Source: an optimization exercise on an open RTL-to-GDS flow (aim: small area and a short achievable clock period). Production flows keep margins and buffers that such runs may drop.
In this exercise RTL edits were held to simulation tests only and were not proved equivalent to the original.
Power and IR drop assume default switching activity.

$ cat run.sh
#!/bin/bash
# synth_recipe.tcl (not shown) runs the flow's synth.tcl, then flattens the netlist and writes it again
# the make line also repeats each setting of config.mk as NAME=value (left out here)
make -C /OpenROAD-flow-scripts/flow DESIGN_CONFIG=/design/flow/config.mk WORK_HOME=/design/flow/orfs CLKGATE_MAP_FILE= SYNTH_SCRIPT=/design/flow/synth_recipe.tcl finish
$ cat config.mk
export PLATFORM = sky130hd
export DESIGN_NAME = albert_periph
export DESIGN_NICKNAME = albert_periph
export VERILOG_FILES = /design/flow/design.v
export SDC_FILE = /design/flow/constraint.sdc
export NUM_CORES = 4
export LEC_CHECK = 0
export CAP_MARGIN = 20
export CORE_MARGIN = 2
export CORE_UTILIZATION = 40
export SLEW_MARGIN = 20
$ cat constraint.sdc
create_clock -name core_clock -period 10.0 [get_ports {clk}]
set_input_delay 2.0000 -clock core_clock [delete_from_list [all_inputs] [get_ports {clk}]]
set_output_delay 2.0000 -clock core_clock [all_outputs]
set_load 0.01 [all_outputs]
$ cat design.v
module albert_fifo #(
    parameter CAP = 16
) (
    input            clk,
    input            rst,
    input            clear,
    input            push_en,
    input      [7:0] push_data,
    input            pop_en,
    output     [7:0] pop_data,
    output reg [$clog2(CAP+1)-1:0] count
);
    localparam PW = (CAP > 1) ? $clog2(CAP) : 1;
    reg [7:0]    mem [0:CAP-1];
    reg [PW-1:0] wr_ptr;
    reg [PW-1:0] rd_ptr;
    function [PW-1:0] next_ptr(input [PW-1:0] p);
        next_ptr = (p == CAP - 1) ? {PW{1'b0}} : p + 1'b1;
    endfunction
    assign pop_data = (count == 0) ? push_data : mem[rd_ptr];
    always @(posedge clk) begin
        if (push_en)
            mem[wr_ptr] <= push_data;
    end
    always @(posedge clk) begin
        if (rst || clear) begin
            wr_ptr <= {PW{1'b0}};
            rd_ptr <= {PW{1'b0}};
            count  <= 0;
        end else begin
            if (push_en)
                wr_ptr <= next_ptr(wr_ptr);
            if (pop_en)
                rd_ptr <= next_ptr(rd_ptr);
            if (push_en && !pop_en)
                count <= count + 1'b1;
            else if (pop_en && !push_en)
                count <= count - 1'b1;
        end
    end
endmodule
module albert_serial #(
    parameter RX_CAP      = 16,
    parameter TX_CAP      = 16,
    parameter INGRESS_CAP = 10,
    parameter N_RX        = 1200,
    parameter N_TX        = 1200
) (
    input             clk,
    input             rst,
    input             soft_rst,
    input             host_valid,
    input      [7:0]  host_data,
    output            host_ready,
    output reg        tx_valid,
    output reg [7:0]  tx_data,
    output reg        rx_overrun,
    input             reg_rd,
    input             reg_wr,
    input      [3:0]  reg_sub,
    input      [7:0]  reg_wdata,
    output reg [15:0] reg_rdata,
    output            reg_warn,
    output            rx_half_full,
    output            rx_quarter_full
);
    localparam RXW = $clog2(RX_CAP + 1);
    localparam TXW = $clog2(TX_CAP + 1);
    localparam IGW = $clog2(INGRESS_CAP + 1);
    localparam CW  = $clog2(((N_RX > N_TX) ? N_RX : N_TX) + 1);
    localparam [15:0] SER_TRUE = 16'h0001;
    wire tick = !soft_rst;
    wire [IGW-1:0] ig_count;
    wire [7:0]     ig_head;
    wire           ig_push = host_valid && host_ready;
    wire           ig_pop;
    assign host_ready = !rst && (ig_count < INGRESS_CAP);
    albert_fifo #(.CAP(INGRESS_CAP)) u_ingress (
        .clk(clk), .rst(rst), .clear(1'b0),
        .push_en(ig_push), .push_data(host_data),
        .pop_en(ig_pop), .pop_data(ig_head), .count(ig_count)
    );
    reg  [CW-1:0] ticks_since_rx;
    wire [CW-1:0] ticks_inc = (ticks_since_rx < N_RX) ? ticks_since_rx + 1'b1 : ticks_since_rx;
    wire          ig_avail  = (ig_count != 0) || ig_push;
    assign ig_pop = tick && (ticks_inc == N_RX) && ig_avail;
    wire [RXW-1:0] rx_count;
    wire           rx_push = ig_pop && (rx_count < RX_CAP);
    wire [RXW-1:0] rx_count_mid = rx_count + rx_push;
    always @(posedge clk) begin
        if (rst) begin
            ticks_since_rx <= 0;
            rx_overrun     <= 1'b0;
        end else begin
            rx_overrun <= ig_pop && (rx_count == RX_CAP);
            if (tick)
                ticks_since_rx <= ig_pop ? {CW{1'b0}} : ticks_inc;
        end
    end
    reg           transmitting;
    reg  [CW-1:0] tx_countdown;
    wire [TXW-1:0] tx_count;
    wire [7:0]    tx_head;
    wire          tx_pop  = tick && !transmitting && (tx_count != 0);
    wire          tx_emit = tick && transmitting && (tx_countdown == 1);
    wire [TXW-1:0] tx_count_mid = tx_count - tx_pop;
    always @(posedge clk) begin
        if (rst) begin
            transmitting <= 1'b0;
            tx_countdown <= 0;
            tx_data      <= 8'h00;
            tx_valid     <= 1'b0;
        end else begin
            tx_valid <= tx_emit;
            if (soft_rst) begin
                transmitting <= 1'b0;
            end else if (transmitting) begin
                tx_countdown <= tx_countdown - 1'b1;
                if (tx_countdown == 1)
                    transmitting <= 1'b0;
            end else if (tx_count != 0) begin
                tx_data      <= tx_head;
                tx_countdown <= N_TX;
                transmitting <= 1'b1;
            end
        end
    end
    wire [7:0] rx_pop_data;
    wire data_rd = reg_rd && (reg_sub == 4'h0);
    wire data_wr = reg_wr && (reg_sub == 4'h0);
    wire rx_pop  = data_rd && (rx_count_mid != 0);
    wire tx_push = data_wr && (tx_count_mid < TX_CAP);
    assign reg_warn = (data_rd && (rx_count_mid == 0))
                   || (data_wr && (tx_count_mid == TX_CAP))
                   || (reg_wr && (reg_sub != 4'h0));
    albert_fifo #(.CAP(RX_CAP)) u_rx (
        .clk(clk), .rst(rst), .clear(soft_rst),
        .push_en(rx_push), .push_data(ig_head),
        .pop_en(rx_pop), .pop_data(rx_pop_data), .count(rx_count)
    );
    albert_fifo #(.CAP(TX_CAP)) u_tx (
        .clk(clk), .rst(rst), .clear(soft_rst),
        .push_en(tx_push), .push_data(reg_wdata),
        .pop_en(tx_pop), .pop_data(tx_head), .count(tx_count)
    );
    wire rx_empty  = (rx_count_mid == 0);
    wire rx_full   = (rx_count_mid == RX_CAP);
    wire tx_empty  = (tx_count_mid == 0);
    wire tx_full   = (tx_count_mid == TX_CAP);
    assign rx_half_full    = (rx_count_mid >= RX_CAP / 2);
    assign rx_quarter_full = (rx_count_mid >= RX_CAP / 4);
    always @(*) begin
        case (reg_sub)
            4'h0: reg_rdata = rx_pop ? {8'h00, rx_pop_data} : 16'h0000;
            4'h1: reg_rdata = {14'd0, !rx_empty, !tx_full};
            4'h2: reg_rdata = tx_empty ? SER_TRUE : 16'h0000;
            4'h3: reg_rdata = (tx_count_mid < TX_CAP / 2) ? SER_TRUE : 16'h0000;
            4'h4: reg_rdata = tx_full ? SER_TRUE : 16'h0000;
            4'h5: reg_rdata = tx_full ? SER_TRUE : 16'h0000;
            4'h6: reg_rdata = rx_empty ? SER_TRUE : 16'h0000;
            4'h7: reg_rdata = rx_half_full ? SER_TRUE : 16'h0000;
            4'h8: reg_rdata = rx_quarter_full ? SER_TRUE : 16'h0000;
            4'h9: reg_rdata = rx_full ? SER_TRUE : 16'h0000;
            4'hE: reg_rdata = {{(16-RXW){1'b0}}, rx_count_mid};
            4'hF: reg_rdata = {{(16-TXW){1'b0}}, tx_count_mid};
            default: reg_rdata = 16'h0000;
        endcase
    end
endmodule
module albert_counter (
    input             clk,
    input             rst,
    input             tick,
    output     [15:0] value_now,    
    output            is_zero       
);
    reg [2:0]  pre;
    reg [15:0] value;
    wire [2:0]  pre_next   = pre + 1'b1;
    wire [15:0] value_next = (pre_next == 3'd0) ? value + 1'b1 : value;
    assign value_now = tick ? value_next : value;
    assign is_zero   = (value_now == 16'h0000);
    always @(posedge clk) begin
        if (rst) begin
            pre   <= 3'd0;
            value <= 16'h0000;
        end else if (tick) begin
            pre   <= pre_next;
            value <= value_next;
        end
    end
endmodule
module albert_ic (
    input             clk,
    input             rst,
    input             tick,
    input      [15:0] src,           
    input             reg_rd,
    input             reg_wr,
    input      [3:0]  reg_sub,
    input      [15:0] reg_wdata,
    output reg [15:0] reg_rdata,
    output            reg_fault,     
    output            irq
);
    reg [15:0] status;
    reg [15:0] mask;
    wire [15:0] status_tick = tick ? (status | (mask & src)) : status;
    assign irq       = (status != 16'h0000);
    assign reg_fault = reg_wr && (reg_sub > 4'h2);
    always @(*) begin
        case (reg_sub)
            4'h0:    reg_rdata = status_tick;
            4'h1:    reg_rdata = mask;
            default: reg_rdata = 16'h0000;
        endcase
    end
    always @(posedge clk) begin
        if (rst) begin
            status <= 16'h0000;
            mask   <= 16'h0000;
        end else begin
            status <= status_tick;
            if (reg_wr && reg_sub == 4'h1)
                mask <= reg_wdata;
            if (reg_wr && reg_sub == 4'h2)
                status <= status_tick & ~reg_wdata;
        end
    end
endmodule
module albert_periph (
    input             clk,
    input             rst,
    input             soft_rst,
    input             bus_req,
    input             bus_we,
    input      [19:0] bus_addr,
    input      [15:0] bus_wdata,
    output reg [15:0] bus_rdata,
    output reg        bus_fault,
    output reg        bus_warn,
    input      [2:0]  host_valid,
    input      [23:0] host_data,
    output     [2:0]  host_ready,
    output     [2:0]  tx_valid,
    output     [23:0] tx_data,
    output     [2:0]  rx_overrun,
    input      [7:0]  ext_src,
    output            irq
);
    localparam NUM_SERIAL = 3;
    wire tick = !soft_rst;
    wire       acc      = bus_req && !soft_rst;
    wire       in_win   = (bus_addr[19:8] == 12'h0F0) && (bus_addr[7:4] <= 4'd13);
    wire [3:0] slot     = bus_addr[7:4];
    wire [3:0] sub      = bus_addr[3:0];
    wire       mmio     = acc && in_win;
    wire sel_ic  = mmio && (slot == 4'd1);
    wire sel_cnt = mmio && (slot == 4'd4);
    wire sel_unm = mmio && (slot >= 4'd5);
    reg  [NUM_SERIAL-1:0] sel_ser;
    always @(*) begin
        sel_ser[0] = mmio && (slot == 4'd0);
        sel_ser[1] = mmio && (slot == 4'd2);
        sel_ser[2] = mmio && (slot == 4'd3);
    end
    wire [15:0] cnt_value;
    wire        cnt_zero;
    albert_counter u_cnt (
        .clk(clk), .rst(rst), .tick(tick),
        .value_now(cnt_value), .is_zero(cnt_zero)
    );
    wire [15:0] ser_rdata [0:NUM_SERIAL-1];
    wire [NUM_SERIAL-1:0] ser_warn;
    wire [NUM_SERIAL-1:0] ser_half;
    wire [NUM_SERIAL-1:0] ser_quarter;
    genvar g;
    generate
        for (g = 0; g < NUM_SERIAL; g = g + 1) begin : ser
            albert_serial u_ser (
                .clk(clk), .rst(rst), .soft_rst(soft_rst),
                .host_valid(host_valid[g]), .host_data(host_data[8*g +: 8]),
                .host_ready(host_ready[g]),
                .tx_valid(tx_valid[g]), .tx_data(tx_data[8*g +: 8]),
                .rx_overrun(rx_overrun[g]),
                .reg_rd(sel_ser[g] && !bus_we), .reg_wr(sel_ser[g] && bus_we),
                .reg_sub(sub), .reg_wdata(bus_wdata[7:0]),
                .reg_rdata(ser_rdata[g]), .reg_warn(ser_warn[g]),
                .rx_half_full(ser_half[g]), .rx_quarter_full(ser_quarter[g])
            );
        end
    endgenerate
    wire [15:0] ic_src = {ext_src,
                          ser_quarter[2], ser_half[2],
                          ser_quarter[1], ser_half[1],
                          ser_quarter[0], ser_half[0],
                          cnt_zero, 1'b0};
    wire [15:0] ic_rdata;
    wire        ic_fault;
    albert_ic u_ic (
        .clk(clk), .rst(rst), .tick(tick), .src(ic_src),
        .reg_rd(sel_ic && !bus_we), .reg_wr(sel_ic && bus_we),
        .reg_sub(sub), .reg_wdata(bus_wdata),
        .reg_rdata(ic_rdata), .reg_fault(ic_fault), .irq(irq)
    );
    reg [15:0] rdata;
    always @(*) begin
        rdata = 16'h0000;
        if (sel_ser[0]) rdata = ser_rdata[0];
        if (sel_ser[1]) rdata = ser_rdata[1];
        if (sel_ser[2]) rdata = ser_rdata[2];
        if (sel_ic)     rdata = ic_rdata;
        if (sel_cnt)    rdata = cnt_value;
    end
    wire fault = sel_unm || (sel_cnt && bus_we) || ic_fault;
    always @(posedge clk) begin
        if (rst) begin
            bus_rdata <= 16'h0000;
            bus_fault <= 1'b0;
            bus_warn  <= 1'b0;
        end else begin
            bus_rdata <= (mmio && !bus_we) ? rdata : 16'h0000;
            bus_fault <= fault;
            bus_warn  <= |ser_warn;
        end
    end
endmodule
==> impl_metrics.py <==
metrics = {
    "detailed_routing": {
        "first_pass_iters": 7,
        "vias": 32200,
        "drt-vias-per-instance": 5.55,
        "drtIter0Drc": 3100,
        "ant_nets": 0,
        "routed_wl_microns": 131000,
        "drcViolationCount": 0,
        "avgRoutedWirePerCell_microns": 22.7,
    },
    "setup_path": {
        "crit_chain": "clkdlybuf4s50_1 > a21oi_1 > or3b_2 > or4b_1 > or4_1 > inv_2 > ha_1 > ha_1 > nor4_1 > a31oi_1 > nor3_1 > nor3_1 > buf_4 > inv_1 > ha_1 > inv_1 > ha_1 > a21o_1 > a21oi_1 > xnor2_1 > or3_1 > a21oi_1",
        "critical_path_class": "input pin to flip-flop",
        "crit_path_frequent_cell": "ha_1",
        "path_buf_inv": 5,
        "crit_start": "host_valid[2]",
        "r2r_start": "ser[0].u_ser.ticks_since_rx[0]",
        "r2r-end": "ser[0].u_ser.u_rx.count[4]",
        "critical_path.endpoint": "ser[2].u_ser.u_rx.count[4]",
        "cp_num_cells": 22,
        "reg2reg_depth": 21,
        "r2r_slack_ns": 3.43,
        "critPathCaptureType": "flip-flop",
        "cp_max_fo": 11,
        "cp_data_required_time_ns": 10.70,
        "worst_path_max_delay_cell": "or4_1",
        "worst_setup_path_start_kind": "input pin",
        "slowest_delay_ns": 0.68,
        "critPathArrivalTime_ns": 7.62,
        "critical_path.top_delay_family": "simple AND/OR/NAND/NOR gates",
    },
    "floorplanning": {
        "die_h_microns": 375,
        "die_w_microns": 375,
        "initial_utilization_pct": 40.2,
        "coreArea_sq_um": 137000,
        "ioPinCount": 128,
        "die_area_sq_um": 141000,
        "fp-row-count": 136,
    },
    "yosys": {
        "syn_area_per_cell_sq_um": 14.8,
        "yosys.area.top_type": "edfxtp_1",
        "yosys.area_share.simple_pct": 8.84,
        "async_reset_ff_share_pct": 0,
        "ys_ff_latch": 1314,
        "netlist_area_sq_um": 55200,
        "synth.mux.area_fraction_pct": 13.2,
        "synth_top_area_share_pct": 54.8,
        "synthXorXnorAreaFrac_pct": 2.00,
        "netlist_instances": 3740,
        "syn_nets": 3911,
        "ys_types": 71,
        "yosys_warnings": 6,
        "synth-seq-area-share_pct": 65.9,
        "synth_top_family_by_area": "multiplexers",
        "synth_edf_count": 1008,
        "synth_top_cells_by_area": "edfxtp_1 (55%), mux4_2 (11%), dfxtp_1 (11%)",
        "synthFlopType": "edfxtp_1",
        "yosys.area_share.adder_pct": 2.28,
        "synth-compound-area-share_pct": 5.75,
    },
    "layout": {
        "area_growth_syn_to_layout_pct": 14.7,
        "regArea_sq_um": 36400,
        "fill_cells": 11900,
        "multi_input_area_sq_um": 17900,
        "nets": 4054,
        "drive_gt1_share_pct": 16.5,
        "fin_cells": 5796,
        "utilization_pct": 46.2,
    },
    "timing": {
        "rsz0062_at_grt": "no",
        "hold_violations": 0,
        "worstMarginPinSlew_ns": 1.11,
        "period_share_pct": 69.2,
        "relSlewSlack_pct": 26.2,
        "period_minus_slack_ns": 6.92,
        "fin_worst_skew_ns": 0.0206,
        "setup_viol": 0,
        "setup_tns_ns": 0,
        "hold_slack_ns": 0.451,
        "slew_viol_final": 0,
        "fmax_mhz": 144,
    },
    "grt": {
        "grt-ovfl-total": 0,
        "grt_pass1_vias": 31400,
        "antenna_found_initial": 6,
        "grt.met3_usage_pct": 3.58,
        "use_met1_pct": 27.0,
        "busiest_layer": "met2",
        "grt_max_degree": 77,
        "grt_usage_pct": 18.6,
        "met2_usage_pct": 28.4,
        "grt_pass1_wl_microns": 199000,
    },
    "placement": {
        "dp_hpwl_microns": 86000,
        "gp_congestion": 0.905,
        "io_buffers": 127,
        "dp_cells": 5531,
    },
    "clock_network": {
        "htree_levels": 4,
        "cts_tree": "yes",
        "post_cts_resized": 0,
        "cts.sinks": 1314,
        "post_cts_buffers": 0,
        "cts-buffers-inserted": 142,
        "path_clk_slew_ns": 0.06,
        "clkLatencyLatePin_ns": 0.78,
        "cts_max_path_buffers": 3,
        "cts_hold_buf": 0,
        "clock-root-buffer": "clkbuf_16",
    },
    "flow_run": {
        "cap_viol_max_count": 0,
    },
    "run_status": {
        "status": "finished clean",
    },
    "pwr": {
        "ir_worst_vdd_mv": 0.131,
        "power_density_nw_per_um2": 185,
        "finalPower_mw": 11.7,
        "power.leakage_nw": 20.0,
    },
    "worst_hold_path": {
        "min_path_type": "flip-flop to flip-flop",
    },
}
==> area by class of cell <==
cell class,instances,area share (%)
antenna,1,0.00395
clock buffer,189,6.23
clock inverter,73,1.14
inverter,61,0.362
multi-input combinational,2154,28.2
sequential,1314,57.5
tap,1794,3.55
timing repair buffer,210,2.97
==> metrics by stage <==
stage	instance area, sq um	worst slack (ns)
2_1_floorplan	55200	3.10
3_3_place_gp	58500	2.50
3_5_place_dp	58600	2.42
4_1_cts	63200	3.26
5_1_grt	63300	2.61
6_report	63300	3.08
==> worst min-delay path by stage <==
stage | from | depth (start not counted) | end
6_report | u_ic.mask[0] | 2 | u_ic.mask[0]
4_1_cts | u_ic.mask[0] | 2 | u_ic.mask[0]
2_1_floorplan | u_ic.status[0] | 2 | u_ic.status[0]
5_1_grt | u_ic.mask[0] | 2 | u_ic.mask[0]
3_3_place_gp | u_ic.mask[0] | 2 | u_ic.mask[0]
3_5_place_dp | u_ic.mask[0] | 2 | u_ic.mask[0]
==> where the power goes <==
part / internal [mW] / total, mW / switching, mW
registers: 5.98 / 6.01 / 0.0253
logic: 0.133 / 0.464 / 0.332
clock network: 3.03 / 5.22 / 2.19
total: 9.15 / 11.7 / 2.55
==> kinds of logic (layout without fill, tap and decap cells) <==
| family | after synthesis | in the layout |
|---|---|---|
| compound gates | 522 | 522 |
| xor+xnor | 126 | 126 |
| fa+ha+maj | 95 | 95 |
| buf+inv | 272 | 533 |
| flops | 1314 | 1314 |
| mux | 378 | 378 |
| other cells | 0 | 1 |
| simple gates | 1033 | 1033 |
==> cell usage in the layout, fill, tap and decap left out, types with 20 or more instances in the layout <==
cell,count
edfxtp_1,1008
nor2_1,328
dfxtp_1,300
nand2_1,283
mux4_2,280
a21oi_1,222
clkbuf_16,146
clkdlybuf4s50_1,117
o21ai_0,86
ha_1,86
buf_4,83
mux2i_1,78
nand3_1,76
xor2_1,67
nor3_1,62
inv_1,60
xnor2_1,59
or3_1,33
nand2b_1,33
a31oi_1,32
a211oi_1,31
clkbuf_1,30
nor2b_1,29
nand4_1,28
nor4_1,28
a21o_1,26
or4_1,24
clkinv_2,21
mux2_2,20
a22oi_1,20
==> metal layers <==
| layer | wire, microns | vias up |
|---|---|---|
| met1 | 60400 | 16200 |
| met5 | 41 | - |
| met4 | 3150 | 6 |
| met2 | 59600 | 1000 |
| met3 | 8170 | 219 |
| li1 | - | 14700 |
==> worst reg2reg max path, cell delays in order, from the launching register on <==
cell	delay, ns
dfxtp_1	0.46
ha_1	0.35
nand3_1	0.13
xnor2_1	0.15
o2111ai_1	0.13
a221oi_1	0.65
nand4_1	0.26
nor2_1	0.54
ha_1	0.31
ha_1	0.28
nor3b_1	0.08
mux2_2	0.28
o21ai_0	0.58
nand3b_1	0.54
ha_1	0.40
inv_1	0.15
ha_1	0.29
a21o_1	0.19
a21oi_1	0.18
xnor2_1	0.10
or3_1	0.30
a21oi_1	0.14
==> synth_stat cells (16+ instances only) <==
cell type     n
nor4_1       30
a31oi_1      32
mux2_2       20
a211oi_1     31
xnor2_1      59
ha_1         86
mux4_2      280
mux2i_1      78
nor2b_1      29
inv_1        60
or4_1        24
a22oi_1      20
nand2b_1     33
nand3_1      76
or2_2        16
clkbuf_1    159
nor2_1      328
or3_1        33
a21oi_1     222
xor2_1       67
buf_1        33
nand2_1     284
o21ai_0      93
nor3_1       78
dfxtp_1     306
nand4_1      28
a21o_1       26
edfxtp_1   1008
==> sequential cells by signal (all words and copies together), names as in the netlist, 15 cells and up, named ones only <==
signal / count
bus_rdata: 16
ser.u_ser.ticks_since_rx: 33
ser.u_ser.tx_countdown: 33
ser.u_ser.tx_data: 24
ser.u_ser.u_ingress.mem: 240
ser.u_ser.u_rx.count: 15
ser.u_ser.u_rx.mem: 384
ser.u_ser.u_tx.count: 15
ser.u_ser.u_tx.mem: 384
u_cnt.value: 16
u_ic.mask: 16
u_ic.status: 16

-- re-timing with driven ports --
The flow's constraints put no driver on any port. The routed layout listed below was extracted and timed again, unchanged, in two steps. Step 1 (the two cells are an assumption about what drives the block):
set clk [get_ports {clk}]
set_driving_cell -lib_cell sky130_fd_sc_hd__clkbuf_16 $clk
set_driving_cell -lib_cell sky130_fd_sc_hd__buf_2 [delete_from_list [all_inputs] $clk]
Step 2 times the ports against the registers' clock, not the clock port: input delays grow and output delays shrink by t, the midpoint of the rising clock arrivals with the driver on. Slacks: ideal ports / drivers / drivers and shift; pairs: ideal ports / drivers.
t, ns: 0.843
slack for setup (ns): 3.078 / 3.128 / 2.286
clock arrival spread, ns: 0.026 / 0.025
After both steps setup and hold are still met in this run. For this run, drivers alone change the setup slack by +0.050 ns; drivers and shift together by -0.792 ns.
